Background: an optimization exercise with open tools, aiming at small area, a short achievable clock period and few clock cycles per item. Do not read the settings as production practice.
In this exercise RTL edits were held to simulation tests only and were not proved equivalent to the original.
Power and IR drop assume default switching activity.

## flow/run.sh

```bash
#!/bin/bash
# synth_recipe.tcl (not shown) runs the flow's synth.tcl, then flattens the netlist and writes it again
# the make line also repeats each setting of config.mk as NAME=value (left out here)
make -C /OpenROAD-flow-scripts/flow DESIGN_CONFIG=/design/flow/config.mk WORK_HOME=/design/flow/orfs CLKGATE_MAP_FILE= SYNTH_SCRIPT=/design/flow/synth_recipe.tcl finish
```

## flow/config.mk

```make
export PLATFORM = sky130hd
export DESIGN_NAME = filter_core
export DESIGN_NICKNAME = filter_core
export VERILOG_FILES = /design/flow/design.v
export SDC_FILE = /design/flow/constraint.sdc
export NUM_CORES = 4
export LEC_CHECK = 0
export CAP_MARGIN = 20
export CORE_MARGIN = 2
export CORE_UTILIZATION = 40
export SETUP_SLACK_MARGIN = 5
export SLEW_MARGIN = 20
```

## flow/constraint.sdc

```tcl
create_clock -name core_clock -period 12.0 [get_ports {clk}]
set_input_delay 2.4000 -clock core_clock [delete_from_list [all_inputs] [get_ports {clk}]]
set_output_delay 2.4000 -clock core_clock [all_outputs]
set_load 0.01 [all_outputs]
```

## flow/design.v

```verilog
module filter_core #(
    parameter NMAX = 32
) (
    input  wire        clk,
    input  wire        rst_n,
    input  wire        cmd_valid,
    output wire        cmd_ready,
    input  wire [23:0] cmd_data,
    output wire        rsp_valid,
    input  wire        rsp_ready,
    output wire [31:0] rsp_data,
    output wire        fault_o
);
    localparam MM = 4;               
    localparam MW = $clog2(MM);
    localparam NG = 32 / MM;         
    localparam GW = 5 - MW;          
    localparam SK = 2;               
    localparam KST = 8;              
    localparam [1:0] M_CONFIG = 2'd0, M_RUN = 2'd1, M_FAULT = 2'd2;
    localparam [7:0] OP_RESET = 8'h01, OP_RDREG = 8'h02, OP_RDW  = 8'h03,
                     OP_RDK   = 8'h04, OP_WSET  = 8'h05, OP_SETN = 8'h10,
                     OP_SETLIM= 8'h11, OP_SETDTH= 8'h12, OP_WPUSH= 8'h13,
                     OP_KPUSH = 8'h14, OP_INIT  = 8'h15, OP_LIM  = 8'h21,
                     OP_MED   = 8'h22, OP_AVG   = 8'h23, OP_SAVG = 8'h24,
                     OP_MAVG  = 8'h25, OP_SMAVG = 8'h26, OP_CSAVG= 8'h27,
                     OP_WSAVG = 8'h28, OP_DITH  = 8'h29;
    localparam [3:0] E_NONE  = 4'h0, E_ILL   = 4'h1, E_MODE  = 4'h2,
                     E_LOCKED= 4'h3, E_IDX   = 4'h4, E_CAP   = 4'h5,
                     E_NLEN  = 4'h6, E_WFILL = 4'h7, E_KLEN  = 4'h8,
                     E_KSUM  = 4'h9, E_DTH   = 4'hA, E_NTRIM = 4'hB,
                     E_NOWGT = 4'hC;
    localparam [2:0] S_IDLE = 3'd0, S_EXEC = 3'd1, S_DIVK = 3'd2,
                     S_DIVN = 3'd3, S_RESP = 3'd4, S_RST = 3'd5, S_FIN = 3'd6;
    reg [1:0]  mode;
    reg [12:1] err;
    reg [3:0]  fcode;
    reg [23:0] fcmd;
    reg [7:0]  n_r;
    reg [7:0]  limit_r;
    reg [15:0] dth;
    reg [5:0]  wcnt;
    reg [5:0]  kcnt;
    reg        kok;
    reg        dv;
    reg [20:0] acc;          
    reg [7:0]  minr;
    reg [7:0]  maxr;
    reg [7:0]  q1;
    reg [7:0]  res;
    reg [7:0]  dacc;
    reg [7:0]  dcand;
    reg [15:0] dcnt;
    reg [7:0]  wp [0:31];    
    reg [7:0]  kp [0:31];    
    reg [12:0] tsum;         
    reg [12:0] ksum;         
    reg [2:0]  state;
    reg        idle_q;       
    reg        rspv_q;       
    reg        fault_q;      
    reg        fastq;        
    reg [23:0] cmd_r;
    reg [31:0] rsp_r;
    reg [3:0]  flt_q;        
    reg o_reset, o_rdw, o_rdk, o_wset, o_setn, o_setlim, o_setdth, o_wpush,
        o_kpush, o_init, o_lim, o_dith, o_med, o_avg, o_savg, o_mavg,
        o_smavg, o_csavg, o_wsavg;
    assign cmd_ready = idle_q;
    assign rsp_valid = rspv_q;
    assign rsp_data  = rsp_r;
    assign fault_o   = fault_q;
    reg  [31:0] vm;          
    wire [31:0] vm1 = {vm[30:0], 1'b0};
    wire n_ok     = (n_r >= 8'd2) && (n_r <= 8'd32);
    wire w_fill   = ({2'b0, wcnt} == n_r);
    wire k_fill   = ({2'b0, kcnt} == n_r);
    wire init_ok  = n_ok && w_fill && (dth != 16'd0);
    wire init_okw = init_ok && k_fill && (ksum != 13'd0);
    wire dsat     = ({1'b0, dcnt} + 17'd1 >= {1'b0, dth});
    wire dth_le1  = (dth <= 16'd1);
    function [24:0] ksadd(input [23:0] a, input [23:0] b, input ci);
        reg [23:0] p, gg, pp;
        integer i, d;
        begin
            p  = a ^ b;
            gg = a & b;
            gg[0] = gg[0] | (p[0] & ci);
            pp = p;
            for (d = 1; d < 24; d = d * 2)
                for (i = 23; i >= d; i = i - 1) begin
                    gg[i] = gg[i] | (pp[i] & gg[i-d]);
                    pp[i] = pp[i] & pp[i-d];
                end
            ksadd = {gg[23], p ^ {gg[22:0], ci}};
        end
    endfunction
    function [47:0] csa(input [23:0] a, input [23:0] b, input [23:0] c);
        begin
            csa = {((a & b) | (a & c) | (b & c)) << 1, a ^ b ^ c};
        end
    endfunction
    function [47:0] mulcs(input [7:0] a, input [7:0] b);
        reg [23:0] r0, r1, r2, r3, r4, r5, r6, r7;
        reg [47:0] x1, x2, x3, x4, x5, x6;
        begin
            r0 = {16'd0, a & {8{b[0]}}};
            r1 = {15'd0, a & {8{b[1]}}, 1'b0};
            r2 = {14'd0, a & {8{b[2]}}, 2'b0};
            r3 = {13'd0, a & {8{b[3]}}, 3'b0};
            r4 = {12'd0, a & {8{b[4]}}, 4'b0};
            r5 = {11'd0, a & {8{b[5]}}, 5'b0};
            r6 = {10'd0, a & {8{b[6]}}, 6'b0};
            r7 = {9'd0,  a & {8{b[7]}}, 7'b0};
            x1 = csa(r0, r1, r2);
            x2 = csa(r3, r4, r5);
            x3 = csa(x1[23:0], x1[47:24], x2[23:0]);
            x4 = csa(x2[47:24], r6, r7);
            x5 = csa(x3[23:0], x3[47:24], x4[23:0]);
            x6 = csa(x5[23:0], x5[47:24], x4[47:24]);
            mulcs = x6;
        end
    endfunction
    function [7:0] limf(input [7:0] nw, input [7:0] old, input [7:0] lim);
        reg [47:0] c1, c2;
        reg [24:0] d1, d2;
        begin
            c1 = csa({16'd0, nw}, {14'h3FFF, 2'b11, ~old}, {14'h3FFF, 2'b11, ~lim});
            c2 = csa({16'd0, old}, {14'h3FFF, 2'b11, ~nw}, {14'h3FFF, 2'b11, ~lim});
            d1 = ksadd({14'd0, c1[9:0]}, {14'd0, c1[33:24]}, 1'b1);
            d2 = ksadd({14'd0, c2[9:0]}, {14'd0, c2[33:24]}, 1'b1);
            limf = (!d1[9] || !d2[9]) ? old : nw;
        end
    endfunction
    wire [7:0] iop = cmd_data[23:16];
    wire [7:0] ib  = cmd_data[15:8];
    wire [7:0] ia  = cmd_data[7:0];
    wire ib0 = (ib == 8'd0);
    wire ia0 = (ia == 8'd0);
    reg legal;
    always @(*) begin
        case (iop)
            OP_RESET, OP_MED, OP_AVG, OP_MAVG:
                legal = ib0 && ia0;
            OP_SETN, OP_SETLIM, OP_WPUSH, OP_KPUSH, OP_SAVG, OP_SMAVG,
            OP_CSAVG, OP_WSAVG, OP_DITH:
                legal = ib0;
            OP_RDREG, OP_RDW, OP_RDK:
                legal = ia0;
            OP_WSET, OP_LIM, OP_SETDTH:
                legal = 1'b1;
            OP_INIT:
                legal = ib0 && (ia[7:1] == 7'd0);
            default:
                legal = 1'b0;
        endcase
    end
    wire is_read  = (iop == OP_RESET) || (iop == OP_RDREG) || (iop == OP_RDW) || (iop == OP_RDK);
    wire cfg_only = (iop >= OP_SETN) && (iop <= OP_INIT);
    wire run_only = (iop >= OP_LIM) && (iop <= OP_DITH);
    reg [3:0] dec_fault;
    always @(*) begin
        dec_fault = E_NONE;
        if (!legal)
            dec_fault = E_ILL;
        else if (mode == M_FAULT && !is_read)
            dec_fault = E_LOCKED;
        else if ((mode == M_RUN && cfg_only) || (mode == M_CONFIG && run_only))
            dec_fault = E_MODE;
        else begin
            case (iop)
                OP_RDREG: if (ib > 8'h13) dec_fault = E_IDX;
                OP_RDW, OP_WSET: if (ib >= {2'b0, wcnt}) dec_fault = E_IDX;
                OP_RDK: if (ib >= {2'b0, kcnt}) dec_fault = E_IDX;
                OP_WPUSH: if (wcnt[5]) dec_fault = E_CAP;
                OP_KPUSH: if (kcnt[5]) dec_fault = E_CAP;
                OP_INIT: begin
                    if (!n_ok)                   dec_fault = E_NLEN;
                    else if (!w_fill)            dec_fault = E_WFILL;
                    else if (dth == 16'd0)       dec_fault = E_DTH;
                    else if (ia[0] && !k_fill)   dec_fault = E_KLEN;
                    else if (ia[0] && ksum == 13'd0) dec_fault = E_KSUM;
                end
                OP_MAVG, OP_SMAVG: if (n_r < 8'd3) dec_fault = E_NTRIM;
                OP_WSAVG: if (!kok) dec_fault = E_NOWGT;
                default: ;
            endcase
        end
    end
    wire f_reset  = (iop == OP_RESET);
    wire f_rdreg  = (iop == OP_RDREG);
    wire f_cfgw   = (iop == OP_SETN) || (iop == OP_SETLIM) || (iop == OP_SETDTH);
    wire f_wpush  = (iop == OP_WPUSH);
    wire f_kpush  = (iop == OP_KPUSH);
    wire f_init   = (iop == OP_INIT);
    wire f_lim    = (iop == OP_LIM);
    wire f_dith   = (iop == OP_DITH);
    wire fast_ok  = (dec_fault == E_NONE) &&
                    (f_reset | f_rdreg | f_cfgw | f_wpush | f_kpush | f_init |
                     f_lim | f_dith);
    reg [23:0] rdreg_val;
    always @(*) begin
        case (ib[4:0])
            5'h00: rdreg_val = 24'd32;
            5'h01: rdreg_val = {22'd0, mode};
            5'h02: rdreg_val = {8'd0, 3'd0, err, 1'b0};
            5'h03: rdreg_val = {20'd0, fcode};
            5'h04: rdreg_val = fcmd;
            5'h05: rdreg_val = {16'd0, n_r};
            5'h06: rdreg_val = {16'd0, limit_r};
            5'h07: rdreg_val = {8'd0, dth};
            5'h08: rdreg_val = {18'd0, wcnt};
            5'h09: rdreg_val = {18'd0, kcnt};
            5'h0A: rdreg_val = {22'd0, dv, kok};
            5'h0B: rdreg_val = {3'd0, acc};
            5'h0C: rdreg_val = {11'd0, kok ? ksum : 13'd0};
            5'h0D: rdreg_val = {16'd0, minr};
            5'h0E: rdreg_val = {16'd0, maxr};
            5'h0F: rdreg_val = {16'd0, q1};
            5'h10: rdreg_val = {16'd0, res};
            5'h11: rdreg_val = {16'd0, dacc};
            5'h12: rdreg_val = {16'd0, dcand};
            5'h13: rdreg_val = {8'd0, dcnt};
            default: rdreg_val = 24'd0;
        endcase
    end
    wire [7:0] i_lim  = limf(ia, ib, limit_r);
    wire       i_deq  = (ia == dcand);
    wire [7:0] i_dith = (!dv || (i_deq ? dsat : dth_le1)) ? ia : dacc;
    wire [23:0] fast_data =
          ({24{f_rdreg}}  & rdreg_val)
        | ({24{f_cfgw}}   & {8'd0, ib, ia})
        | ({24{f_wpush}}  & {18'd0, wcnt + 6'd1})
        | ({24{f_kpush}}  & {18'd0, kcnt + 6'd1})
        | ({24{f_init}}   & {16'd0, n_r})
        | ({24{f_lim}}    & {16'd0, i_lim})
        | ({24{f_dith}}   & {16'd0, i_dith});
    wire [7:0] fb = cmd_r[15:8];
    wire [7:0] fa = cmd_r[7:0];
    wire in_exec = (state == S_EXEC);
    wire ok_exec = in_exec && (flt_q == E_NONE);
    wire o_slide = o_savg | o_smavg | o_csavg | o_wsavg;
    wire o_trim  = o_mavg | o_smavg;
    wire o_mean  = o_avg | o_savg | o_csavg | o_mavg | o_smavg;
    wire use_b = in_exec && (o_wset || o_rdw);
    wire [4:0] ridx = 5'd0 - wcnt[4:0] + (use_b ? fb[4:0] : 5'd0);
    wire [7:0] wrd = wp[ridx];
    reg  [7:0] w0_r;         
    reg        sub_q;        
    reg [12:0] ts_r;         
    reg [13:0] tw_r;         
    wire       bg_restart;
    reg [1:0]  xstep;        
    reg [3:0]  mstep;        
    reg [31:0] cmin, cmax, cmed;
    reg [4:0]  kk;
    reg [7:0]  min1, max1, medv;
    reg [9:0]  nmm_r;        
    reg [3:0]  gh_r [0:3];   
    reg [3:0]  g0_r [0:3];
    reg [3:0]  g1_r [0:3];
    wire       xdone  = (xstep == 2'd3);
    wire       mdn    = mstep[3];
    wire       xfirst = (xstep == 2'd0);
    wire       mfirst = (mstep == 4'd0);
    reg [31:0] xb [0:3];
    reg [31:0] bh, bl;
    integer j, q;
    always @(*) begin
        for (j = 0; j < 32; j = j + 1) begin
            for (q = 0; q < 4; q = q + 1)
                xb[q][j] = xstep[0] ? wp[j][3-q] : wp[j][7-q];
            case (mstep[2:1])
                2'd0: begin bh[j] = wp[j][7]; bl[j] = wp[j][6]; end
                2'd1: begin bh[j] = wp[j][5]; bl[j] = wp[j][4]; end
                2'd2: begin bh[j] = wp[j][3]; bl[j] = wp[j][2]; end
                default: begin bh[j] = wp[j][1]; bl[j] = wp[j][0]; end
            endcase
        end
    end
    reg [31:0] cmin_n, cmax_n;
    reg [3:0]  min_b, max_b;
    reg        zz, oo;
    always @(*) begin
        cmin_n = xfirst ? vm1 : cmin;
        cmax_n = xfirst ? vm1 : cmax;
        for (q = 0; q < 4; q = q + 1) begin
            zz = |(cmin_n & ~xb[q]);
            if (zz) cmin_n = cmin_n & ~xb[q];
            min_b[3-q] = !zz;
            oo = |(cmax_n & xb[q]);
            if (oo) cmax_n = cmax_n & xb[q];
            max_b[3-q] = oo;
        end
    end
    wire [31:0] cmed_e = mfirst ? vm : cmed;
    wire [4:0]  wm1    = wcnt[4:0] - 5'd1;
    wire [4:0]  kk_e   = (mstep == 4'd1) ? {1'b0, wm1[4:1]} : kk;
    wire [31:0] md_h0  = cmed_e & ~bh;
    wire [31:0] md_h1  = cmed_e & bh;
    function [3:0] pc8(input [7:0] v);
        integer p;
        begin
            pc8 = 4'd0;
            for (p = 0; p < 8; p = p + 1)
                pc8 = pc8 + {3'd0, v[p]};
        end
    endfunction
    wire [31:0] md_l0  = md_h0 & ~bl;
    wire [31:0] md_l1  = md_h1 & ~bl;
    wire [5:0]  zh_r   = {2'd0, gh_r[0]} + {2'd0, gh_r[1]} + {2'd0, gh_r[2]} + {2'd0, gh_r[3]};
    wire [5:0]  zl0_r  = {2'd0, g0_r[0]} + {2'd0, g0_r[1]} + {2'd0, g0_r[2]} + {2'd0, g0_r[3]};
    wire [5:0]  zl1_r  = {2'd0, g1_r[0]} + {2'd0, g1_r[1]} + {2'd0, g1_r[2]} + {2'd0, g1_r[3]};
    wire        md_bh  = !({1'b0, kk_e} < zh_r);
    wire [4:0]  kk_h   = md_bh ? kk_e - zh_r[4:0] : kk_e;
    wire [31:0] cmed_h = md_bh ? md_h1 : md_h0;
    wire [5:0]  z_l    = md_bh ? zl1_r : zl0_r;
    wire        md_bl  = !({1'b0, kk_h} < z_l);
    wire [4:0]  kk_l   = md_bl ? kk_h - z_l[4:0] : kk_h;
    wire [31:0] cmed_l = md_bl ? (cmed_h & bl) : (cmed_h & ~bl);
    localparam [1:0] B_RUN0 = 2'd0, B_RUN = 2'd1, B_FLUSH = 2'd2, B_DONE = 2'd3;
    reg [1:0]    mst;
    reg [GW-1:0] gi;
    reg [20:0]   pacc;       
    reg [16:0]   prs [0:MM-1];   
    reg [16:0]   prc [0:MM-1];
    wire         mdone = (mst == B_DONE);
    wire [4:0]    kslot  = 5'd0 - kcnt[4:0] + fb[4:0];
    wire [GW-1:0] g_eff  = gi;
    reg [7:0]  pin [0:MM-1];
    reg [7:0]  kin [0:MM-1];
    reg [MM-1:0] pval;
    integer m;
    always @(*) begin
        for (m = 0; m < MM; m = m + 1) begin
            kin[m]  = kp[{g_eff, m[MW-1:0]}];
            if ({g_eff, m[MW-1:0]} == 5'd31) begin
                pin[m]  = 8'd0;
                pval[m] = 1'b0;
            end else begin
                pin[m]  = wp[{g_eff, m[MW-1:0]} + 5'd1];
                pval[m] = vm[{g_eff, m[MW-1:0]}];
            end
        end
    end
    reg [47:0] t1, t2, t3, t4, t5, t6, t7;
    reg [24:0] pac_w;
    always @(*) begin
        t1 = csa({3'd0, pacc}, {7'd0, prs[0]}, {7'd0, prc[0]});
        t2 = csa({7'd0, prs[1]}, {7'd0, prc[1]}, {7'd0, prs[2]});
        t3 = csa({7'd0, prc[2]}, {7'd0, prs[3]}, {7'd0, prc[3]});
        t4 = csa(t1[23:0], t1[47:24], t2[23:0]);
        t5 = csa(t2[47:24], t3[23:0], t3[47:24]);
        t6 = csa(t4[23:0], t4[47:24], t5[23:0]);
        t7 = csa(t6[23:0], t6[47:24], t5[47:24]);
        pac_w = ksadd(t7[23:0], t7[47:24], 1'b0);
    end
    wire [20:0] pacc_nx = pac_w[20:0];
    reg [47:0] mprod [0:MM-1];
    always @(*) begin
        for (m = 0; m < MM; m = m + 1)
            mprod[m] = mulcs(pin[m], kin[m] & {8{pval[m]}});
    end
    wire [7:0] rdk_val = kin[kslot[MW-1:0]];
    wire [7:0] wlast = wp[31];
    wire [7:0] c_lim = limf(fa, wlast, limit_r);
    wire [7:0] slide_v = o_csavg ? c_lim : fa;
    wire [24:0] t_sl_w  = ksadd({11'd0, ts_r}, {16'd0, slide_v}, 1'b0);
    wire [12:0] t_slide = t_sl_w[12:0];
    wire [7:0]  tv   = o_smavg ? fa : w0_r;
    wire        v_le = (tv <= min1);
    wire        v_ge = (tv >= max1);
    wire [7:0]  mn   = v_le ? tv : min1;
    wire [7:0]  mx   = v_ge ? tv : max1;
    wire [24:0] v_mm_w = ksadd({16'd0, tv}, {14'd0, nmm_r}, 1'b0);
    wire [10:0] v_mm = {~v_mm_w[10], v_mm_w[9:0]};
    wire [13:0] d_tr = v_le ? {6'h3F, ~max1} :
                       v_ge ? {6'h3F, ~min1} : {{3{v_mm[10]}}, v_mm};
    wire [13:0] d_av = {6'd0, o_avg ? w0_r : slide_v};
    wire [13:0] d_dn = o_trim ? d_tr : d_av;
    wire [24:0] x_dn_w = ksadd({10'd0, tw_r}, {10'd0, d_dn}, 1'b0);
    wire [13:0] x_dn = x_dn_w[13:0];
    wire [5:0]  e_d  = o_trim ? nm2[5:0] : n_r[5:0];
    wire [6:0]  e_d3 = o_trim ? n23_r : n3_r;
    wire [7:0]  e_s  = r4step(x_dn[13:8], x_dn[7:6], e_d, e_d3);
    wire [7:0]  nm2  = n_r - 8'd2;
    wire [47:0] pl_cs  = mulcs(fa, kp[31]);
    wire [47:0] xw_cs  = csa({3'd0, pacc}, pl_cs[23:0], pl_cs[47:24]);
    wire [24:0] x_ws_w = ksadd(xw_cs[23:0], xw_cs[47:24], 1'b0);
    wire [20:0] x_ws   = x_ws_w[20:0];
    reg  [13:0] dk_r;        
    reg  [5:0]  dn_r;        
    reg  [5:0]  dn_d;        
    reg  [6:0]  dn_d3;       
    reg  [6:0]  n3_r;        
    reg  [6:0]  n23_r;       
    reg  [7:0]  dl;          
    reg  [KST-1:0] dlk;      
    reg  [3:0]  dsteps;      
    reg [13:0] k_r;
    reg [KST-1:0] k_l;
    reg [14:0] k_s;
    reg [24:0] k_d;
    integer s;
    always @(*) begin
        k_r = dk_r;
        k_l = dlk;
        for (s = 0; s < SK; s = s + 1) begin
            k_s = {k_r, k_l[KST-1]};
            k_d = ksadd({9'd0, k_s}, {9'd0, 2'b11, ~ksum}, 1'b1);
            if (k_d[15]) begin
                k_s = k_d[14:0];
                k_l = {k_l[KST-2:0], 1'b1};
            end else
                k_l = {k_l[KST-2:0], 1'b0};
            k_r = k_s[13:0];
        end
    end
    function [7:0] r4step(input [5:0] r, input [1:0] b, input [5:0] d,
                          input [6:0] d3);
        reg [7:0] x;
        reg [24:0] s1, s2, s3;
        begin
            x  = {r, b};
            s1 = ksadd({16'd0, x}, {16'd0, 2'b11, ~d}, 1'b1);
            s2 = ksadd({16'd0, x}, {16'd0, 1'b1, ~d, 1'b1}, 1'b1);
            s3 = ksadd({16'd0, x}, {16'd0, 1'b1, ~d3}, 1'b1);
            if (s3[8])      r4step = {2'd3, s3[5:0]};
            else if (s2[8]) r4step = {2'd2, s2[5:0]};
            else if (s1[8]) r4step = {2'd1, s1[5:0]};
            else            r4step = {2'd0, x[5:0]};
        end
    endfunction
    wire [1:0] n_b1 = (state == S_DIVN) ? dl[7:6] : dlk[1:0];
    wire [7:0] n_s1 = r4step(dn_r, n_b1, dn_d, dn_d3);
    wire [7:0] n_s2 = r4step(n_s1[5:0], dl[5:4], dn_d, dn_d3);
    wire [7:0] n_s3 = r4step(n_s2[5:0], dl[3:2], dn_d, dn_d3);
    wire [7:0] n_l  = {dl[1:0], n_s1[7:6], n_s2[7:6], n_s3[7:6]};
    reg [5:0] nh_r;          
    wire [5:0] o_rr = n_s1[5:0];
    wire [7:0] o_q  = {dl[5:0], n_s1[7:6]};
    wire [24:0] o_cmp = ksadd({18'd0, o_rr}, {18'd0, ~nh_r}, 1'b1);
    wire [5:0]  dl_inc = dl[5:0] + 6'd1;
    wire [1:0]  o_dg   = n_s1[7:6];
    wire [7:0]  w_res  = !o_cmp[6]      ? o_q :
                         (o_dg == 2'd3) ? {dl_inc, 2'd0} :
                                          {dl[5:0], o_dg + 2'd1};
    wire stall  = ok_exec && ((o_trim && !xdone) || (o_med && !mdn) ||
                              ((o_wsavg || o_rdk) && !mdone) ||
                              ((o_rdw || o_wset || o_rdk) && !sub_q));
    wire go     = ok_exec && !stall;
    wire do_shift_w = go && (o_wpush || o_slide);
    wire do_wset    = go && o_wset;
    wire do_kpush   = go && o_kpush;
    wire do_reset   = go && o_reset;
    wire [7:0] shift_in = o_wpush ? fa : slide_v;
    assign bg_restart = do_shift_w || do_wset || do_kpush || do_reset;
    wire [5:0]  wcnt_n   = do_reset ? 6'd0 : (go && o_wpush) ? wcnt + 6'd1 : wcnt;
    wire [12:0] ksum_n   = do_reset ? 13'd0 : do_kpush ? ksum + {5'd0, fa} : ksum;
    wire [5:0]  gs6      = (6'd32 - wcnt_n) >> MW;
    wire [GW-1:0] gstart_n = gs6[GW-1:0];
    wire dith_eq = (fa == dcand);
    always @(posedge clk) begin
        if (!rst_n) begin
            state   <= S_RST;
            idle_q  <= 1'b0;
            rspv_q  <= 1'b0;
            fault_q <= 1'b0;
            fastq   <= 1'b0;
            mode    <= M_CONFIG;
            err     <= 12'd0;
            fcode   <= 4'd0;
            fcmd    <= 24'd0;
            n_r     <= 8'd0;
            limit_r <= 8'd10;
            dth     <= 16'd10;
            wcnt    <= 6'd0;
            kcnt    <= 6'd0;
            kok     <= 1'b0;
            dv      <= 1'b0;
            acc     <= 21'd0;
            minr    <= 8'd0;
            maxr    <= 8'd0;
            q1      <= 8'd0;
            res     <= 8'd0;
            dacc    <= 8'd0;
            dcand   <= 8'd0;
            dcnt    <= 16'd0;
            tsum    <= 13'd0;
            ksum    <= 13'd0;
            rsp_r   <= 32'd0;
            vm      <= 32'd0;
        end else begin
            case (state)
            S_IDLE: begin
                cmd_r    <= cmd_data;
                flt_q    <= dec_fault;
                o_reset  <= (iop == OP_RESET);
                o_rdw    <= (iop == OP_RDW);
                o_rdk    <= (iop == OP_RDK);
                o_wset   <= (iop == OP_WSET);
                o_setn   <= (iop == OP_SETN);
                o_setlim <= (iop == OP_SETLIM);
                o_setdth <= (iop == OP_SETDTH);
                o_wpush  <= (iop == OP_WPUSH);
                o_kpush  <= (iop == OP_KPUSH);
                o_init   <= (iop == OP_INIT);
                o_lim    <= (iop == OP_LIM);
                o_dith   <= (iop == OP_DITH);
                o_med    <= (iop == OP_MED);
                o_avg    <= (iop == OP_AVG);
                o_savg   <= (iop == OP_SAVG);
                o_mavg   <= (iop == OP_MAVG);
                o_smavg  <= (iop == OP_SMAVG);
                o_csavg  <= (iop == OP_CSAVG);
                o_wsavg  <= (iop == OP_WSAVG);
                if (cmd_valid) begin
                    idle_q <= 1'b0;
                    state  <= S_EXEC;
                    fastq  <= fast_ok;
                    if (fast_ok) begin
                        rspv_q <= 1'b1;
                        rsp_r  <= {8'd0, fast_data};
                        if (f_reset) fault_q <= 1'b0;
                    end
                end
            end
            S_EXEC: begin
                if (flt_q != E_NONE) begin
                    err[flt_q] <= 1'b1;
                    if (mode != M_FAULT) begin
                        fcode <= flt_q;
                        fcmd  <= cmd_r;
                        mode  <= M_FAULT;
                    end
                    fault_q <= 1'b1;
                    rsp_r   <= {4'd0, flt_q, 24'd0};
                    rspv_q  <= 1'b1;
                    state   <= S_RESP;
                end else if (!stall) begin
                    if (fastq) begin
                        if (rsp_ready) begin
                            rspv_q <= 1'b0;
                            idle_q <= 1'b1;
                            state  <= S_IDLE;
                        end else
                            state  <= S_RESP;
                    end
                    if (o_reset) begin
                        mode    <= M_CONFIG;
                        err     <= 12'd0;
                        fcode   <= 4'd0;
                        fcmd    <= 24'd0;
                        n_r     <= 8'd0;
                        limit_r <= 8'd10;
                        dth     <= 16'd10;
                        wcnt    <= 6'd0;
                        kcnt    <= 6'd0;
                        kok     <= 1'b0;
                        dv      <= 1'b0;
                        acc     <= 21'd0;
                        minr    <= 8'd0;
                        maxr    <= 8'd0;
                        q1      <= 8'd0;
                        res     <= 8'd0;
                        dacc    <= 8'd0;
                        dcand   <= 8'd0;
                        dcnt    <= 16'd0;
                        tsum    <= 13'd0;
                        ksum    <= 13'd0;
                        vm      <= 32'd0;
                        fault_q <= 1'b0;
                    end
                    if (o_rdw) begin
                        rsp_r  <= {24'd0, w0_r};
                        rspv_q <= 1'b1;
                        state  <= S_RESP;
                    end
                    if (o_rdk) begin
                        rsp_r  <= {24'd0, rdk_val};
                        rspv_q <= 1'b1;
                        state  <= S_RESP;
                    end
                    if (o_wset) begin
                        tsum   <= tsum - {5'd0, w0_r} + {5'd0, fa};
                        rsp_r  <= {24'd0, fa};
                        rspv_q <= 1'b1;
                        state  <= S_RESP;
                    end
                    if (o_setn)   n_r     <= fa;
                    if (o_setlim) limit_r <= fa;
                    if (o_setdth) dth     <= {fb, fa};
                    if (o_wpush) begin
                        wcnt <= wcnt + 6'd1;
                        vm   <= {1'b1, vm[31:1]};
                        tsum <= tsum + {5'd0, fa};
                    end
                    if (o_kpush) begin
                        kcnt <= kcnt + 6'd1;
                        ksum <= ksum + {5'd0, fa};
                    end
                    if (o_init) begin
                        kok  <= fa[0];
                        dv   <= 1'b0;
                        mode <= M_RUN;
                    end
                    if (o_lim)
                        res <= rsp_r[7:0];
                    if (o_dith) begin
                        dv    <= 1'b1;
                        dcand <= fa;
                        dcnt  <= (dv && dith_eq) ? (dsat ? dth : dcnt + 16'd1) : 16'd1;
                        dacc  <= rsp_r[7:0];
                        res   <= rsp_r[7:0];
                    end
                    if (o_med) begin
                        res    <= medv;
                        rsp_r  <= {24'd0, medv};
                        rspv_q <= 1'b1;
                        state  <= S_RESP;
                    end
                    if (o_wsavg) begin
                        tsum   <= t_slide;
                        dk_r   <= {{(KST-7){1'b0}}, x_ws[20:KST]};
                        dlk    <= x_ws[KST-1:0];
                        dn_r   <= 6'd0;
                        dl     <= 8'd0;
                        dn_d   <= n_r[5:0];
                        dn_d3  <= n3_r;
                        dsteps <= KST;
                        state  <= S_DIVK;
                    end
                    if (o_mean) begin
                        if (o_slide) begin
                            tsum <= t_slide;
                            acc  <= {8'd0, t_slide};
                        end else
                            acc  <= {8'd0, tsum};
                        state  <= S_DIVN;
                        dn_r   <= e_s[5:0];
                        dl     <= {x_dn[5:0], e_s[7:6]};
                        dn_d   <= e_d;
                        dn_d3  <= e_d3;
                        if (o_trim) begin
                            minr  <= mn;
                            maxr  <= mx;
                        end
                    end
                end
            end
            S_DIVK: begin
                dk_r   <= k_r;
                dlk    <= k_l;
                dsteps <= dsteps - SK;
                if (dsteps == KST)
                    acc <= {dk_r[20-KST:0], dlk} - {8'd0, ksum[12:1]};
                else begin
                    dn_r <= o_rr;
                    dl   <= o_q;
                end
                if (dsteps <= SK)
                    state <= S_FIN;
            end
            S_FIN: begin
                q1     <= dlk[7:0];
                res    <= w_res;
                rsp_r  <= {24'd0, w_res};
                rspv_q <= 1'b1;
                state  <= S_RESP;
            end
            S_DIVN: begin
                begin
                    res    <= n_l;
                    rsp_r  <= {24'd0, n_l};
                    rspv_q <= 1'b1;
                    state  <= S_RESP;
                end
            end
            S_RESP: begin
                if (rsp_ready) begin
                    rspv_q <= 1'b0;
                    idle_q <= 1'b1;
                    state  <= S_IDLE;
                end
            end
            default: begin       
                idle_q <= 1'b1;
                state  <= S_IDLE;
            end
            endcase
        end
    end
    integer i;
    always @(posedge clk) begin
        if (rst_n) begin
            if (do_shift_w) begin
                for (i = 0; i < 31; i = i + 1)
                    wp[i] <= wp[i+1];
                wp[31] <= shift_in;
            end else if (do_wset)
                wp[ridx] <= fa;
            if (do_kpush) begin
                for (i = 0; i < 31; i = i + 1)
                    kp[i] <= kp[i+1];
                kp[31] <= fa;
            end
        end
    end
    always @(posedge clk) begin
        w0_r  <= wrd;
        sub_q <= in_exec && (o_rdw || o_wset || (o_rdk && mdone)) && !sub_q;
        ts_r  <= tsum - {5'd0, w0_r};
        nh_r  <= n_r[5:0] - {1'b0, n_r[5:1]};
        n3_r  <= {n_r[5:0], 1'b0} + {1'b0, n_r[5:0]};
        n23_r <= n3_r - 7'd6;
        tw_r  <= {1'b0, tsum} - {6'd0, w0_r} + {7'd0, n_r[7:1]};
    end
    always @(posedge clk) begin
        if (!rst_n || bg_restart) begin
            xstep <= 2'd0;
            mstep <= 4'd0;
            mst   <= B_RUN0;
            gi    <= gstart_n;
            pacc  <= {9'd0, ksum_n[12:1]};
        end else begin
            if (xstep == 2'd2)
                nmm_r <= ~({2'd0, min1} + {2'd0, max1});
            if (!xdone)
                xstep <= xstep + 2'd1;
            if (!xstep[1]) begin
                cmin  <= cmin_n;
                cmax  <= cmax_n;
                min1  <= {min1[3:0], min_b};
                max1  <= {max1[3:0], max_b};
            end
            if (!mdn) begin
                mstep <= mstep + 4'd1;
                if (!mstep[0]) begin
                    for (q = 0; q < 4; q = q + 1) begin
                        gh_r[q] <= pc8(md_h0[8*q +: 8]);
                        g0_r[q] <= pc8(md_l0[8*q +: 8]);
                        g1_r[q] <= pc8(md_l1[8*q +: 8]);
                    end
                    if (mfirst) cmed <= vm;
                end else begin
                    kk    <= kk_l;
                    cmed  <= cmed_l;
                    medv  <= {medv[5:0], md_bh, md_bl};
                end
            end
            case (mst)
            B_RUN0: begin
                gi   <= gi + 1'b1;
                mst  <= (gi == NG - 1) ? B_FLUSH : B_RUN;
            end
            B_RUN: begin
                pacc <= pacc_nx;
                gi   <= gi + 1'b1;
                if (gi == NG - 1) mst <= B_FLUSH;
            end
            B_FLUSH: begin
                pacc <= pacc_nx;
                mst  <= B_DONE;
            end
            default:
                if (in_exec && o_rdk && mdone && !sub_q)
                    gi <= kslot[4:MW];
            endcase
        end
    end
    always @(posedge clk) begin
        for (m = 0; m < MM; m = m + 1) begin
            prs[m] <= mprod[m][16:0];
            prc[m] <= mprod[m][40:24];
        end
    end
endmodule
```

==> results of run 1 <==
==> state kept, by name (all words and copies together) (netlist names), 13 cells and up <==
register  count
tw_r         14
g1_r         16
rsp_r        28
g0_r         16
prc          44
dth          16
pacc         21
vm           32
cmax         32
dcnt         16
kp          256
acc          21
ts_r         13
fcmd         24
dk_r         14
prs          60
cmed         32
cmin         32
tsum         13
cmd_r        24
ksum         13
wp          256
gh_r         16
==> critical path, delay by kind of cell (launching register included) <==
family	cells	cell delay, ps
flip-flops	1	520
AO/OA/AOI/OAI	15	2800
XOR/XNOR	1	290
AND/OR/NAND/NOR	5	810
adder cells (fa/ha/maj)	3	1220
multiplexers	2	510
buffers and inverters	6	800
==> worst max-delay path by stage <==
stage,endpoint,cells after the start,start
after floorplan,cmax[0]$_DFFE_PP_,4,rst_n
after global placement,dn_r[0]$_DFFE_PP_,36,o_smavg$_DFFE_PP_
after detailed placement,dn_r[0]$_DFFE_PP_,36,cmd_r[1]$_DFFE_PP_
after CTS,dn_r[0]$_DFFE_PP_,39,cmd_r[0]$_DFFE_PP_
after global routing,dn_r[3]$_DFFE_PP_,38,cmd_r[1]$_DFFE_PP_
final,dn_r[3]$_DFFE_PP_,32,cmd_r[0]$_DFFE_PP_
==> cell usage in the layout, fill, tap and decap left out, types with 61 or more instances in the layout <==
cell and n:
sky130_fd_sc_hd__o21ai_0 486, sky130_fd_sc_hd__mux2i_1 279, sky130_fd_sc_hd__mux2_2 235, sky130_fd_sc_hd__a22oi_1 150, sky130_fd_sc_hd__edfxtp_1 808, sky130_fd_sc_hd__mux4_2 208, sky130_fd_sc_hd__buf_4 346, sky130_fd_sc_hd__clkbuf_16 152
sky130_fd_sc_hd__ha_1 519, sky130_fd_sc_hd__nor3_1 115, sky130_fd_sc_hd__a211oi_1 61, sky130_fd_sc_hd__nor2_1 637, sky130_fd_sc_hd__inv_1 722, sky130_fd_sc_hd__fa_1 415, sky130_fd_sc_hd__dfxtp_1 434, sky130_fd_sc_hd__a22o_1 62
sky130_fd_sc_hd__xnor2_1 250, sky130_fd_sc_hd__a21boi_0 104, sky130_fd_sc_hd__nand3_1 124, sky130_fd_sc_hd__xor2_1 87, sky130_fd_sc_hd__nand2_1 722, sky130_fd_sc_hd__and2_1 95, sky130_fd_sc_hd__nor2b_1 164, sky130_fd_sc_hd__a21oi_1 370
sky130_fd_sc_hd__a221oi_1 65, sky130_fd_sc_hd__a21o_1 119, sky130_fd_sc_hd__nand2b_1 75, sky130_fd_sc_hd__o211ai_1 84
==> repair_timing <==
action / in CTS / in global routing
gates resized for setup: 154 / 89
pin swaps: 69 / 74
buffers inserted: 82 / 39
cloned: 3 / 2
endpoints found under the setup margin: 100 / 117
==> area by class of cell <==
class                           count  area (um^2)  share of cell area (%)
Timing Repair inverter              1        5.005                0.004860
Clock inverter                     88         1186                   1.152
Timing Repair Buffer              438         3724                   3.616
Multi-Input combinational cell   6369        54240                   52.67
Inverter                          741         2813                   2.731
Clock buffer                      191         4090                   3.972
Antenna cell                       21        52.55                 0.05103
Sequential cell                  1250        33130                   32.17
Tap cell                         2992         3744                   3.635
==> report_power, final <==
| group | total, mW | switching (mW) | internal [mW] |
|---|---|---|---|
| combinational | 8.00 | 5.02 | 2.99 |
| sequential | 5.12 | 0.240 | 4.88 |
| clock | 4.95 | 2.11 | 2.84 |
==> routing by layer <==
| layer | track usage [%] | up-vias |
|---|---|---|
| met4 | 27.41 | 20 |
| met1 | 42.04 | 38390 |
| met3 | 10.30 | 1590 |
| li1 | - | 32230 |
| met2 | 51.61 | 5005 |
| met5 | 0.6007 | - |
==> cells by family (layout without fill, tap and decap cells) <==
kind of cell / after synthesis / in the layout
AND/OR/NAND/NOR: 2241 / 2242
AO/OA/AOI/OAI: 2059 / 2059
flip-flops: 1250 / 1250
buffers and inverters: 1197 / 1459
adder cells (fa/ha/maj): 959 / 959
multiplexers: 761 / 761
XOR/XNOR: 344 / 344
other: 1 / 25
==> metrics by stage <==
stage                     setup WS [ps]  total power, mW  std cells  area [um^2]
after floorplan                    5043            9.930       8815        90950
after detailed placement           2877            12.47      11660        95560
after CTS                          4898            17.73      12030       102200
after global placement             2718            12.43      11660        95530
after global routing               4527            18.75      12070       102900
final                              4766            18.07      12090       103000
==> impl_summary.txt, run 1 <==
----------------------------------------------------
[Detailed routing]
  Via-per-instance ratio ... 6.388
  Highest metal layer used by the detailed router ... met5
  Met3 wire length ... 43570 um
  Met2 WL post-DR ... 174600 um
  DR pass1 iterations ... 7
  Total wire length after detailed routing ... 410500 um
  Via count ... 77.23k
  Number of design-rule violations left by the first detailed-router iteration ... 10.53k
  Number of DRC violations after detailed routing ... 0
  Post-route met1 wirelength ... 151100 um
  Remaining antenna violation count after routing ... 0
  Routed len/inst ... 33.95 um

[STA]
  Relative slew margins ... 18.22%
  Total count of max-transition violations in the final report ... 0
  RSZ-0062 raised after global routing ... true
  Time the final worst path needs with I/O delays and setup ... 7234 ps
  Sum Neg Setup Slack ... 0 ps
  Setup skew after layout ... 45.23 ps
  Achievable Freq ... 138.2 MHz
  Total of endpoints with negative setup slack in the final report ... 0
  Worst-margin pin slew ... 1219 ps
  Post-route clock period utilization ... 60.28%
  WHS ... 353.1 ps
  Hold violation total from the final report ... 0

[Clock tree]
  Clock tree from TritonCTS ... yes
  Count of H-tree levels built during CTS ... 4
  Skew-Pair Late Insertion Delay ... 880 ps
  Clk Tree Root Cell ... sky130_fd_sc_hd__clkbuf_16
  Clock-pin slew reported for the worst setup and hold paths after clock tree synthesis ... 60 ps
  Deepest clock path buffer count ... 3
  Number of hold buffers added after cts ... 0
  TritonCTS sink count ... 1250
  Clock buffers created by TritonCTS ... 149

[Power and ir drop]
  Worst vdd rail ir drop ... 341.4 uV
  Pwr dens ... 175.5 nW/um^2
  Total leakage power ... 40.81 nW

[Layout]
  Filler cells ... 21.04k
  Final core utilization ... 45.71%
  Number of nets in the layout ... 9937
  Fraction of layout cells with a size suffix above 1 ... 15.11%
  Growth of design area from synthesis to finish ... 13.38%

[Critical path]
  WP data required ... 12600 ps
  Crit Path Category ... flop to flop
  R2r worst-path depth ... 32
  Worst flop-to-flop path startpoint ... cmd_r[0]$_DFFE_PP_
  Reg2reg end ... dn_r[3]$_DFFE_PP_
  Highest cell delay on the worst timing path ... 630 ps
  Register-to-register setup slack ... 4770 ps
  Largest fanout on the critical path ... 10
  Nature of the critical path startpoint ... flop
  Critical path endpoint category ... flop
  Most Frequent Cell on Critical Path ... sky130_fd_sc_hd__a21o_1
  Master of the slowest instance on the critical path ... sky130_fd_sc_hd__ha_1
  Endpoint arrival time on the critical path ... 7830 ps

[Synthesis]
  Portion of synthesized cell area occupied by the leading cell type ... 26.71%
  Count of state elements after synthesis ... 1250
  Largest family of logic cells by synthesized area ... adder cells
  Adder and majority gate portion of the synthesized area ... 16.70%
  Count leader, synth ... sky130_fd_sc_hd__edfxtp_1
  Number of flops mapped to enable cells by yosys ... 808
  Post-synthesis async set-or-reset flop share ... 0%
  Top cells by count, synth ... sky130_fd_sc_hd__edfxtp_1 (808), sky130_fd_sc_hd__inv_1 (735), sky130_fd_sc_hd__nand2_1 (728)
  Cell Area, Synth ... 90840 um^2
  Simple logic cell fraction of the synthesized area ... 11.51%
  Yosys synthesis warning count ... 11
  Multiplexer share of the synthesized area ... 11.63%
  Number of distinct standard cells referenced by the synthesized netlist ... 95
  Gate count of the mapped netlist ... 8812
  Complex-gate fraction of the synthesized area ... 15.22%
  Sequential cell area fraction in the yosys report ... 36.45%
  Leading area contributor after synthesis ... sky130_fd_sc_hd__edfxtp_1
  Biggest area contributors in the synthesized netlist ... sky130_fd_sc_hd__edfxtp_1 (27%), sky130_fd_sc_hd__dfxtp_1 (9.7%), sky130_fd_sc_hd__fa_1 (9.3%)
  Avg Inst Size Synth ... 10.31 um^2
  Post-Synth XOR/XNOR Area ... 3.317%
  Most instantiated flip-flop cell in the synthesis netlist ... sky130_fd_sc_hd__edfxtp_1

[Placed design]
  Post-detail-place hpwl ... 307600 um
  Count of buffers inserted at the top-level ports ... 58
  Placer's final routability congestion estimate ... 1.104

[Worst hold path]
  Worst-case hold path end point ... n23_r[0]$_DFF_P_
  Worst min path class ... flop to flop
  Min-delay src ... n3_r[0]$_DFF_P_
  Hold Path Cell Cnt ... 0

[Global route]
  Pin count of the biggest net entering global routing ... 208
  Vias in the first global route ... 74.67k
  Number of antenna violations at the first check in global routing ... 28
  Overflow after GRT ... 0
  Aggregate global-route resource usage ... 34.77%
  First-pass GRT wire length ... 571100 um

[Floorplanning]
  Floorplan die area ... 230900 um^2
  Ports ... 63
  Area of the core ... 225300 um^2
  FP Rows ... 174
  Initial core utilization ... 40.31%
  Chip height ... 480.5 um
  DIE WIDTH ... 480.5 um

[Run]
  # Max-Cap Violations ... 0

[Status]
  Status ... finished clean

----------------------------------------------------
Testbench counts, summed over its fixed seeds: cycles 20,042, commands 5,286.
==> run 2: changes to the inputs <==
--- a/flow/design.v
+++ b/flow/design.v
@@ -258,5 +258,3 @@
     reg [9:0]  nmm_r;        
-    reg [3:0]  gh_r [0:3];   
-    reg [3:0]  g0_r [0:3];
-    reg [3:0]  g1_r [0:3];
+    reg [5:0]  zh_r, zl0_r, zl1_r;   
     wire       xdone  = (xstep == 2'd3);
@@ -300,8 +298,8 @@
     wire [31:0] md_h1  = cmed_e & bh;
-    function [3:0] pc8(input [7:0] v);
+    function [5:0] pcnt(input [31:0] v);
         integer p;
         begin
-            pc8 = 4'd0;
-            for (p = 0; p < 8; p = p + 1)
-                pc8 = pc8 + {3'd0, v[p]};
+            pcnt = 6'd0;
+            for (p = 0; p < 32; p = p + 1)
+                pcnt = pcnt + {5'd0, v[p]};
         end
@@ -310,5 +308,2 @@
     wire [31:0] md_l1  = md_h1 & ~bl;
-    wire [5:0]  zh_r   = {2'd0, gh_r[0]} + {2'd0, gh_r[1]} + {2'd0, gh_r[2]} + {2'd0, gh_r[3]};
-    wire [5:0]  zl0_r  = {2'd0, g0_r[0]} + {2'd0, g0_r[1]} + {2'd0, g0_r[2]} + {2'd0, g0_r[3]};
-    wire [5:0]  zl1_r  = {2'd0, g1_r[0]} + {2'd0, g1_r[1]} + {2'd0, g1_r[2]} + {2'd0, g1_r[3]};
     wire        md_bh  = !({1'b0, kk_e} < zh_r);
@@ -324,4 +319,3 @@
     reg [20:0]   pacc;       
-    reg [16:0]   prs [0:MM-1];   
-    reg [16:0]   prc [0:MM-1];
+    reg [15:0]   prs [0:MM-1];   
     wire         mdone = (mst == B_DONE);
@@ -345,13 +339,9 @@
     end
-    reg [47:0] t1, t2, t3, t4, t5, t6, t7;
+    reg [47:0] t1, t2, t3;
     reg [24:0] pac_w;
     always @(*) begin
-        t1 = csa({3'd0, pacc}, {7'd0, prs[0]}, {7'd0, prc[0]});
-        t2 = csa({7'd0, prs[1]}, {7'd0, prc[1]}, {7'd0, prs[2]});
-        t3 = csa({7'd0, prc[2]}, {7'd0, prs[3]}, {7'd0, prc[3]});
-        t4 = csa(t1[23:0], t1[47:24], t2[23:0]);
-        t5 = csa(t2[47:24], t3[23:0], t3[47:24]);
-        t6 = csa(t4[23:0], t4[47:24], t5[23:0]);
-        t7 = csa(t6[23:0], t6[47:24], t5[47:24]);
-        pac_w = ksadd(t7[23:0], t7[47:24], 1'b0);
+        t1 = csa({3'd0, pacc}, {8'd0, prs[0]}, {8'd0, prs[1]});
+        t2 = csa(t1[23:0], t1[47:24], {8'd0, prs[2]});
+        t3 = csa(t2[23:0], t2[47:24], {8'd0, prs[3]});
+        pac_w = ksadd(t3[23:0], t3[47:24], 1'b0);
     end
@@ -359,5 +349,8 @@
     reg [47:0] mprod [0:MM-1];
+    reg [24:0] mfull [0:MM-1];
     always @(*) begin
-        for (m = 0; m < MM; m = m + 1)
+        for (m = 0; m < MM; m = m + 1) begin
             mprod[m] = mulcs(pin[m], kin[m] & {8{pval[m]}});
+            mfull[m] = ksadd(mprod[m][23:0], mprod[m][47:24], 1'b0);
+        end
     end
@@ -738,7 +731,5 @@
                 if (!mstep[0]) begin
-                    for (q = 0; q < 4; q = q + 1) begin
-                        gh_r[q] <= pc8(md_h0[8*q +: 8]);
-                        g0_r[q] <= pc8(md_l0[8*q +: 8]);
-                        g1_r[q] <= pc8(md_l1[8*q +: 8]);
-                    end
+                    zh_r  <= pcnt(md_h0);
+                    zl0_r <= pcnt(md_l0);
+                    zl1_r <= pcnt(md_l1);
                     if (mfirst) cmed <= vm;
@@ -772,4 +763,3 @@
         for (m = 0; m < MM; m = m + 1) begin
-            prs[m] <= mprod[m][16:0];
-            prc[m] <= mprod[m][40:24];
+            prs[m] <= mfull[m][15:0];
         end
==> impl_summary.txt, run 2 <==
----------------------------------------------------
[Worst hold path]
  Worst-case hold path end point ... n23_r[0]$_DFF_P_ (unchanged)
  Worst min path class ... flop to flop (unchanged)
  Hold Path Cell Cnt ... 0 (unchanged)
  Min-delay src ... n3_r[0]$_DFF_P_ (unchanged)

[Global route]
  Pin count of the biggest net entering global routing ... 201 (was 208)
  Number of antenna violations at the first check in global routing ... 37 (was 28)
  Vias in the first global route ... 75.71k (was 74.67k)
  Aggregate global-route resource usage ... 37.87% (was 34.77%)
  Overflow after GRT ... 0 (unchanged)
  First-pass GRT wire length ... 608400 um (was 571100 um)

[Clock tree]
  Clock buffers created by TritonCTS ... 143 (was 149)
  Deepest clock path buffer count ... 3 (unchanged)
  Clock-pin slew reported for the worst setup and hold paths after clock tree synthesis ... 60 ps (about the same)
  Skew-Pair Late Insertion Delay ... 870 ps (was 880 ps)
  Clk Tree Root Cell ... sky130_fd_sc_hd__clkbuf_16 (unchanged)
  Number of hold buffers added after cts ... 0 (unchanged)
  Count of H-tree levels built during CTS ... 4 (unchanged)
  Clock tree from TritonCTS ... yes (unchanged)
  TritonCTS sink count ... 1180 (was 1250)

[Placed design]
  Post-detail-place hpwl ... 327500 um (was 307600 um)
  Count of buffers inserted at the top-level ports ... 58 (unchanged)
  Post-place setup slack ... 3174 ps (was 2877 ps)
  Placer's final routability congestion estimate ... 1.115 (was 1.104)

[Synthesis]
  Count of state elements after synthesis ... 1180 (was 1250)
  Sequential cell area fraction in the yosys report ... 35.09% (was 36.45%)
  Most instantiated flip-flop cell in the synthesis netlist ... sky130_fd_sc_hd__edfxtp_1 (unchanged)
  Top cells by count, synth ... sky130_fd_sc_hd__nand2_1 (875), sky130_fd_sc_hd__edfxtp_1 (778), sky130_fd_sc_hd__nor2_1 (716) (was sky130_fd_sc_hd__edfxtp_1 (808), sky130_fd_sc_hd__inv_1 (735), sky130_fd_sc_hd__nand2_1 (728))
  Number of distinct standard cells referenced by the synthesized netlist ... 97 (was 95)
  Gate count of the mapped netlist ... 9046 (was 8812)
  Leading area contributor after synthesis ... sky130_fd_sc_hd__edfxtp_1 (unchanged)
  Cell Area, Synth ... 89520 um^2 (was 90840 um^2)
  Biggest area contributors in the synthesized netlist ... sky130_fd_sc_hd__edfxtp_1 (26%), sky130_fd_sc_hd__dfxtp_1 (9.0%), sky130_fd_sc_hd__fa_1 (8.6%) (was sky130_fd_sc_hd__edfxtp_1 (27%), sky130_fd_sc_hd__dfxtp_1 (9.7%), sky130_fd_sc_hd__fa_1 (9.3%))
  Count leader, synth ... sky130_fd_sc_hd__nand2_1 (was sky130_fd_sc_hd__edfxtp_1)
  Yosys synthesis warning count ... 8 (was 11)
  Avg Inst Size Synth ... 9.896 um^2 (was 10.31 um^2)
  Number of flops mapped to enable cells by yosys ... 778 (was 808)
  Post-synthesis async set-or-reset flop share ... 0% (unchanged)
  Portion of synthesized cell area occupied by the leading cell type ... 26.10% (was 26.71%)

[Critical path]
  Largest fanout on the critical path ... 7 (was 10)
  Most Frequent Cell on Critical Path ... sky130_fd_sc_hd__a21o_1 (unchanged)
  Highest cell delay on the worst timing path ... 560 ps (was 630 ps)
  Worst flop-to-flop path startpoint ... limit_r[2]$_SDFFE_PN0P_ (was cmd_r[0]$_DFFE_PP_)
  R2r worst-path depth ... 37 (was 32)
  Register-to-register setup slack ... 4660 ps (was 4770 ps)
  WP data required ... 12620 ps (was 12600 ps)
  Endpoint arrival time on the critical path ... 7970 ps (was 7830 ps)
  Reg2reg end ... dn_r[0]$_DFFE_PP_ (was dn_r[3]$_DFFE_PP_)
  Kind of cell adding the most delay to the critical path ... compound AO/OA/AOI/OAI gates (unchanged)
  Critical path endpoint category ... flop (unchanged)
  Master of the slowest instance on the critical path ... sky130_fd_sc_hd__fa_1 (was sky130_fd_sc_hd__ha_1)
  Crit Path Category ... flop to flop (unchanged)
  CP Buf/Inv Count ... 4 (was 6)
  Nature of the critical path startpoint ... flop (unchanged)

[Power and ir drop]
  Pwr dens ... 176.7 nW/um^2 (was 175.5 nW/um^2)
  Total leakage power ... 40.49 nW (was 40.81 nW)
  Worst vdd rail ir drop ... 161.7 uV (was 341.4 uV)

[STA]
  Relative slew margins ... 9.603% (was 18.22%)
  WHS ... 351.5 ps (was 353.1 ps)
  Worst-margin pin slew ... 1354 ps (was 1219 ps)
  Total of endpoints with negative setup slack in the final report ... 0 (unchanged)
  RSZ-0062 raised after global routing ... true (unchanged)
  Setup skew after layout ... 53.74 ps (was 45.23 ps)
  Post-route clock period utilization ... 61.20% (was 60.28%)
  Sum Neg Setup Slack ... 0 ps (unchanged)
  Hold violation total from the final report ... 0 (unchanged)
  Total count of max-transition violations in the final report ... 0 (unchanged)
  Final setup margin ... 4656 ps (was 4766 ps)
  Achievable Freq ... 136.2 MHz (was 138.2 MHz)
  Time the final worst path needs with I/O delays and setup ... 7344 ps (was 7234 ps)

[Layout]
  Fraction of layout cells with a size suffix above 1 ... 16.34% (was 15.11%)
  Most common library cell in the layout ignoring fill and taps ... sky130_fd_sc_hd__nand2_1 (was sky130_fd_sc_hd__edfxtp_1)
  Area taken by flip-flops and latches ... 31440 um^2 (was 33130 um^2)
  Registers with the most flip-flops ... kp (256), wp (256), prs (64) (was kp (256), wp (256), prs (60))
  Most used cells in the layout excluding fill and tap cells ... sky130_fd_sc_hd__nand2_1 (849), sky130_fd_sc_hd__edfxtp_1 (778), sky130_fd_sc_hd__nor2_1 (693) (was sky130_fd_sc_hd__edfxtp_1 (808), sky130_fd_sc_hd__inv_1 (722), sky130_fd_sc_hd__nand2_1 (722))
  Filler cells ... 20.79k (was 21.04k)
  Growth of design area from synthesis to finish ... 14.73% (was 13.38%)
  Combined area of the multi-input logic cells ... 55400 um^2 (was 54240 um^2)
  Final core utilization ... 46.20% (was 45.71%)
  Number of nets in the layout ... 10.12k (was 9937)

[Detailed routing]
  DR pass1 iterations ... 9 (was 7)
  Routed len/inst ... 35.93 um (was 33.95 um)
  Via count ... 79.78k (was 77.23k)
  Total wire length after detailed routing ... 441700 um (was 410500 um)
  Remaining antenna violation count after routing ... 0 (unchanged)
  Via-per-instance ratio ... 6.490 (was 6.388)
  Number of DRC violations after detailed routing ... 0 (unchanged)
  Number of design-rule violations left by the first detailed-router iteration ... 11.42k (was 10.53k)

[Floorplanning]
  Floorplan die area ... 227600 um^2 (was 230900 um^2)
  FP Rows ... 173 (was 174)
  Area of the core ... 222300 um^2 (was 225300 um^2)
  Chip height ... 477.1 um (was 480.5 um)
  Ports ... 63 (unchanged)
  DIE WIDTH ... 477.1 um (was 480.5 um)
  Initial core utilization ... 40.27% (was 40.31%)

[Status]
  Status ... finished clean (unchanged)

[Run]
  # Max-Cap Violations ... 0 (unchanged)

----------------------------------------------------
## run 2: changes by cell type in the layout (fill, tap and decap cells not counted), sizes merged, moves of 40 or more
cell,before,now
a21boi,108,49
a211oi,68,127
nand2,729,875
nor2b,166,62
a21oi,406,606
a221oi,95,22
inv,742,677
dfxtp,442,402
nor2,655,716
## run 2: cell type report
cell class              count  area share, %
diodes                     21        0.05117
clock inverters            73         0.9454
flip-flops and latches   1180          30.61
clock buffers             189          3.922
repair buffers            485          4.392
inverters                 679          2.514
multi-input cells        6691          53.94
well taps                2975          3.624
## run 2: metal layers
| layer | global-route usage [%] | vias to the layer above | part of all wire, % |
|---|---|---|---|
| met3 | 12.77 | 1578 | 12 |
| met5 | 0.08403 | - | 0.031 |
| li1 | - | 33160 | - |
| met1 | 46.76 | 39500 | 37 |
| met4 | 28.45 | 18 | 9.4 |
| met2 | 54.58 | 5524 | 42 |
## run 2: repair_timing
action | in CTS | in global routing
pin swaps | 86 | 94
setup buffers | 96 | 57
hold endpoints to repair | 0 | 0
resized for setup | 261 | 146
setup endpoints to repair | 143 | 113
gates cloned | 9 | 2
## run 2: logic make-up after synthesis
group,share of synthesized area (%)
buf+inv,5.149
fa+ha+maj,16.01
mux,11.43
other cells,0.004189
simple gates,12.30
flops,35.09
xor+xnor,3.542
compound gates,16.47
## run 2: worst max-delay path by stage
| stage | from | endpoint | slack [ps] | cells past startpoint |
|---|---|---|---|---|
| floorplan | rst_n | kp[0][0]$_DFFE_PP_ | 4810 | 6 |
| global placement | cmd_r[0]$_DFFE_PP_ | dn_r[1]$_DFFE_PP_ | 3220 | 38 |
| detailed placement | state[1]$_SDFFE_PN0P_ | rsp_r[1]$_SDFFE_PN0P_ | 3170 | 38 |
| CTS | cmd_r[1]$_DFFE_PP_ | dn_r[5]$_DFFE_PP_ | 4690 | 37 |
| global route | cmd_r[1]$_DFFE_PP_ | dn_r[5]$_DFFE_PP_ | 4420 | 41 |
| finish | limit_r[2]$_SDFFE_PN0P_ | dn_r[0]$_DFFE_PP_ | 4660 | 37 |
## run 2: report_power, final
group,total (mW),switching (mW),leakage [nW],internal [mW]
sequential,4.87,0.247,10.4,4.62
clock,4.72,2.00,2.42,2.72
combinational,8.56,5.43,27.7,3.13
## run 2: stage by stage
step / total power [mW] / cells / cell area [um^2]
final: 18.15 / 12290 / 102700
after global routing: 18.71 / 12270 / 102700
after CTS: 17.53 / 12210 / 101400
after detailed placement: 12.15 / 11840 / 94220
after global placement: 12.12 / 11840 / 94140
after floorplan: 9.364 / 9049 / 89700
Testbench counts of run 2, summed over its fixed seeds: cycles 20,042, commands 5,286.

afterwards: timing with drivers on the ports:
The results above use ideal ports. As a check the final layouts listed here were re-extracted and re-timed, cells and wires unchanged. Step 1 sets driving cells, clkbuf_16 on the clock port and buf_2 on the other inputs (assumed; they add their load-dependent delay and slew). Step 2 moves the port delays by t, midway between the first and last clock arrival at a register: inputs arrive t later, outputs are due t later. That takes back most of the time a late clock gives input paths. Three values: ideal, step 1, step 2; two values: the first two.
| run | t (ns) | setup WS [ns] | hold WS [ns] | worst register clock-pin slew, ns | pins driven straight from the clock port |
|---|---|---|---|---|---|
| run 1 | 0.952 | 4.766 / 4.766 / 4.230 | 0.353 / 0.353 / 0.353 | 0.07 / 0.07 | 1 |
| run 2 | 0.939 | 4.656 / 4.656 / 4.280 | 0.351 / 0.351 / 0.351 | 0.07 / 0.07 | 1 |
After both steps setup and hold are still met in every run listed. For run 1, which loses most, drivers alone change the setup slack by 0.000 ns; drivers and shift together by -0.536 ns.
